Background: an optimization exercise with open tools, aiming at small area, a short achievable clock period and few clock cycles per item. Do not read the settings as production practice. The RTL was checked by simulation tests, not by an equivalence proof against the original design.

==> inputs of 06-03 <==
## yuv2rgb
module yuv2rgb (
    input  wire       clk,
    input  wire       rst,
    input  wire       in_valid,
    output wire       in_ready,
    input  wire [7:0] in_y,
    input  wire [7:0] in_u,
    input  wire [7:0] in_v,
    output wire       out_valid,
    input  wire       out_ready,
    output wire [7:0] out_r,
    output wire [7:0] out_g,
    output wire [7:0] out_b,
    output wire [7:0] out_luma
);
export LEC_CHECK = 0
export CAP_MARGIN = 20
export CORE_MARGIN = 2
export CORE_UTILIZATION = 40
export SLEW_MARGIN = 20
export SYNTH_HIERARCHICAL = 1
export SYNTH_MINIMUM_KEEP_SIZE = 0
create_clock -name core_clock -period 16.0 [get_ports {clk}]
standard.sh (not shown) runs the stock make flow with config.mk's settings and CLKGATE_MAP_FILE= SYNTH_SCRIPT=/design/flow/synth_recipe.tcl, a recipe that flattens the netlist after the stock synthesis.
==> flow/flow/run.sh <==
#!/bin/bash
# Standard ORFS layout (the standard.sh) with two changes in how it is made:
#  - the port buffers buffer_ports inserts are sky130_fd_sc_hd__buf_1 cells
#    (every input and output port still gets its own buffer);
#  - timing repair is asked to leave 11.0 ns of setup slack at the design's
#    16 ns clock, so the resizer works on the critical paths.
# Clock period, I/O constraints and all other steps are the standard ones.
set -euo pipefail
export BUFFER_PORTS_ARGS="-buffer_cell sky130_fd_sc_hd__buf_1"
bash standard.sh SETUP_SLACK_MARGIN=11.4 finish > standard_flow.log 2>&1
==> inputs of 01-17, as changes to 06-03 <==
--- a/flow/flow/run.sh
+++ b/flow/flow/run.sh
@@ -8,3 +8,3 @@
 set -euo pipefail
 export BUFFER_PORTS_ARGS="-buffer_cell sky130_fd_sc_hd__buf_1"
-bash standard.sh SETUP_SLACK_MARGIN=11.4 finish > standard_flow.log 2>&1
+bash standard.sh SETUP_SLACK_MARGIN=11.0 finish > standard_flow.log 2>&1
==> results.txt <==
Result of the run: 06-03 finished clean; 01-17 finished clean
Fill cell total of the finished layout: 06-03 2699; 01-17 2732
Global Route met2 Usage: 06-03 0.316; 01-17 0.295
Post-DP Area: 06-03 12900 µm²; 01-17 12900 µm²
Actual slew at the worst max-slew pin: 06-03 760 ps; 01-17 781 ps
1st-pass router iterations: 06-03 5; 01-17 7
Capture instance of the worst register-to-register path: 06-03 s3_l[1]; 01-17 s2_g[0]
Combined flip-flop and latch cell area: 06-03 2970 µm²; 01-17 2960 µm²
Top achievable clock speed: 06-03 214 MHz; 01-17 208 MHz
Final hold slack: 06-03 476 ps; 01-17 465 ps
Layout net count: 06-03 1456; 01-17 1455
Met3 Track Usage GR: 06-03 0.0369; 01-17 0.0428
Dpl cells: 06-03 1379; 01-17 1381
Multi-input gate share of the layout cell area: 06-03 0.644; 01-17 0.638
Clock-cell share: 06-03 0.0220; 01-17 0.0229
Testbench counts of 06-03, summed over its fixed seeds: cycles 16,024, items 16,000.
Testbench counts of 01-17, summed over its fixed seeds: cycles 16,024, items 16,000.

* * *

==> v24 <==
yuv2rgb, a different RTL version from the one above (not shown whole).
// yuv2rgb
module yuv2rgb (
    input  wire       clk,
    input  wire       rst,
    input  wire       in_valid,
    output wire       in_ready,
    input  wire [7:0] in_y,
    input  wire [7:0] in_u,
    input  wire [7:0] in_v,
    output wire       out_valid,
    input  wire       out_ready,
    output wire [7:0] out_r,
    output wire [7:0] out_g,
    output wire [7:0] out_b,
    output wire [7:0] out_luma
);
Settings: LEC_CHECK=0, CAP_MARGIN=20, CORE_MARGIN=2, CORE_UTILIZATION=40, SLEW_MARGIN=20, SYNTH_HIERARCHICAL=1, SYNTH_MINIMUM_KEEP_SIZE=0; clock period 16.0 ns.
==> flow/flow/run.sh <==
#!/bin/bash
# Standard ORFS layout (the standard.sh), with timing repair asked to leave
# 11 ns of setup slack at the design's 16 ns clock, so that the resizer works
# on the critical paths. Clock period, I/O constraints and all other steps are
# the standard ones.
set -euo pipefail
bash standard.sh SETUP_SLACK_MARGIN=11 finish > standard_flow.log 2>&1
==> v34: changes against v24 <==
==> flow/run.sh (new file) <==
#!/bin/bash
# synth_recipe.tcl (not shown) runs the flow's synth.tcl, then flattens the netlist and writes it again
# the make line also repeats each setting of config.mk as NAME=value (left out here)
make -C /OpenROAD-flow-scripts/flow DESIGN_CONFIG=/design/flow/config.mk WORK_HOME=/design/flow/orfs CLKGATE_MAP_FILE= SYNTH_SCRIPT=/design/flow/synth_recipe.tcl finish
removed: flow/flow/run.sh
removed: flow/standard.sh
==> comparison table <==
quantity                                                        v24        v34
Required arrival time at the worst endpoint                16.11 ns   16.12 ns
Skew-Pair Late Insertion Delay                              0.36 ns    0.37 ns
Post-Route Utilization                                        47.8%      45.2%
Outcome                            no timing/DRC/antenna violations  no timing/DRC/antenna violations
GRT met2 Usage                                                29.7%      29.6%
Least-Margin Pin Slew                                      0.833 ns   0.968 ns
Buffers inserted by post-CTS timing repair                       38          0
Worst slack on hold paths                                  0.446 ns   0.456 ns
CLK BUF                                                          13          9
Final non-filler cell total                                    1528       1465
Largest net degree at the start of global routing                58         63
Post-layout net count                                          1466       1403
Worst Skew                                                0.0122 ns  0.0151 ns
GR Util All Layers                                            18.7%      17.9%
CTS-repair resized insts                                         29          0
Final WS setup                                             10.46 ns    9.82 ns
Shortest clock period the worst path allows after layout    5.54 ns    6.18 ns
Share of post-route cells with drive strength above 1         17.6%      8.61%
Testbench counts of v24, summed over its fixed seeds: cycles 16,024, items 16,000.
Testbench counts of v34, summed over its fixed seeds: cycles 16,024, items 16,000.

* * *

==> trial 49 <==
RTL: one of the versions met above, not the one the previous note started from.
==> flow/config.mk <==
export PLATFORM = sky130hd
export DESIGN_NAME = yuv2rgb
export DESIGN_NICKNAME = yuv2rgb
export VERILOG_FILES = /design/flow/design.v
export SDC_FILE = /design/flow/constraint.sdc
export NUM_CORES = 4
export LEC_CHECK = 0
export CAP_MARGIN = 20
export CORE_MARGIN = 2
export CORE_UTILIZATION = 40
export CTS_CLUSTER_DIAMETER = 120
export CTS_CLUSTER_SIZE = 40
export SLEW_MARGIN = 20
export SYNTH_HIERARCHICAL = 1
export SYNTH_MINIMUM_KEEP_SIZE = 0
==> flow/constraint.sdc <==
create_clock -name core_clock -period 16.0 [get_ports {clk}]
set_input_delay 3.2000 -clock core_clock [delete_from_list [all_inputs] [get_ports {clk}]]
set_output_delay 3.2000 -clock core_clock [all_outputs]
set_load 0.01 [all_outputs]
==> flow/flow/run.sh <==
#!/bin/bash
# Standard ORFS layout (the standard.sh) with two changes in how it is made:
#  - the port buffers buffer_ports inserts are sky130_fd_sc_hd__buf_1 cells
#    (every input and output port still gets its own buffer);
#  - timing repair is asked to leave 11.0 ns of setup slack at the design's
#    16 ns clock, so the resizer works on the critical paths.
# Clock period, I/O constraints and all other steps are the standard ones.
set -euo pipefail
export BUFFER_PORTS_ARGS="-buffer_cell sky130_fd_sc_hd__buf_1"
bash standard.sh SETUP_SLACK_MARGIN=11.4 finish > standard_flow.log 2>&1
==> build 91 (differences from trial 49) <==
==> flow/flow/run.sh (replaced) <==
#!/bin/bash
# Standard ORFS layout (the standard.sh) with these changes in how it is made:
#  - the port buffers buffer_ports inserts are sky130_fd_sc_hd__buf_1 cells
#    (every input and output port still gets its own buffer);
#  - clock tree synthesis runs with its standard options but without dummy loads;
#  - timing repair is asked to leave 11.4 ns of setup slack at the design's
#    16 ns clock, so the resizer works on the critical paths.
# Clock period, I/O constraints and all other steps are the standard ones.
set -euo pipefail
export BUFFER_PORTS_ARGS="-buffer_cell sky130_fd_sc_hd__buf_1"
export CTS_ARGS="-sink_clustering_enable -repair_clock_nets -dont_use_dummy_load"
bash standard.sh SETUP_SLACK_MARGIN=11.4 finish > standard_flow.log 2>&1
--- a/flow/config.mk
+++ b/flow/config.mk
@@ -8,7 +8,5 @@
 export CAP_MARGIN = 20
 export CORE_MARGIN = 2
-export CORE_UTILIZATION = 40
-export CTS_CLUSTER_DIAMETER = 120
-export CTS_CLUSTER_SIZE = 40
+export CORE_UTILIZATION = 55
 export SLEW_MARGIN = 20
 export SYNTH_HIERARCHICAL = 1
==> results.txt <==
	build 91	trial 49
Run status	complete, no violations	complete, no violations
Number of cells in the design after placement	1,271	1,379
Upper clock frequency limit	214.1 MHz	214.2 MHz
Register cell area after layout	0.002964 mm2	0.002967 mm2
Setup skew after layout	0.03624 ns	0.01687 ns
Placed wire-length estimate after detailed placement	23,800 um	21,610 um
Total track usage	28.00%	19.18%
Non-Clock Buffer Count	166	150
Detailed-route wire length per cell	22.43 um	18.94 um
Total number of vias	7,829	7,415
Hold slack	0.4648 ns	0.4757 ns
Seq area share	20.95%	20.91%
Total detailed-routing wirelength	30,970 um	28,070 um
Setup repair bufs after CTS	53	60
Testbench counts of trial 49, summed over its fixed seeds: cycles 16,024, items 16,000.
Testbench counts of build 91, summed over its fixed seeds: cycles 16,024, items 16,000.

==> re-timing with driven ports <==
The results above use ideal ports. As a check the final layouts listed here were re-extracted and re-timed, cells and wires unchanged. Step 1 sets driving cells, clkbuf_16 on the clock port and buf_2 on the other inputs (assumed; they add their load-dependent delay and slew). Step 2 times the ports against the registers' clock, not the clock port: input delays grow and output delays shrink by t, the midpoint of the rising clock arrivals with the driver on. a / b / c = no drivers / after step 1 / after step 2; a / b = the first two.
run | t, ns | slack for setup (ns) | worst hold slack (ns) | latest minus earliest clock arrival (ns) | cell pins on the clock port's net
06-03 | 0.411 | 11.332 / 11.332 / 11.262 | 0.476 / 0.476 / 0.476 | 0.017 / 0.017 | 1
01-17 | 0.403 | 11.193 / 11.193 / 11.193 | 0.465 / 0.465 / 0.465 | 0.022 / 0.022 | 1
v24 | 0.400 | 10.456 / 10.456 / 10.456 | 0.446 / 0.446 / 0.446 | 0.013 / 0.013 | 1
v34 | 0.409 | 9.816 / 9.816 / 9.816 | 0.456 / 0.456 / 0.456 | 0.015 / 0.015 | 1
trial 49 | 0.411 | 11.332 / 11.332 / 11.262 | 0.476 / 0.476 / 0.476 | 0.017 / 0.017 | 1
build 91 | 0.404 | 11.330 / 11.330 / 11.221 | 0.465 / 0.465 / 0.465 | 0.036 / 0.037 | 1
After both steps setup and hold are still met in every run listed. The setup slack of build 91, which loses most, moves by 0.000 ns with the drivers and by -0.109 ns with both steps.
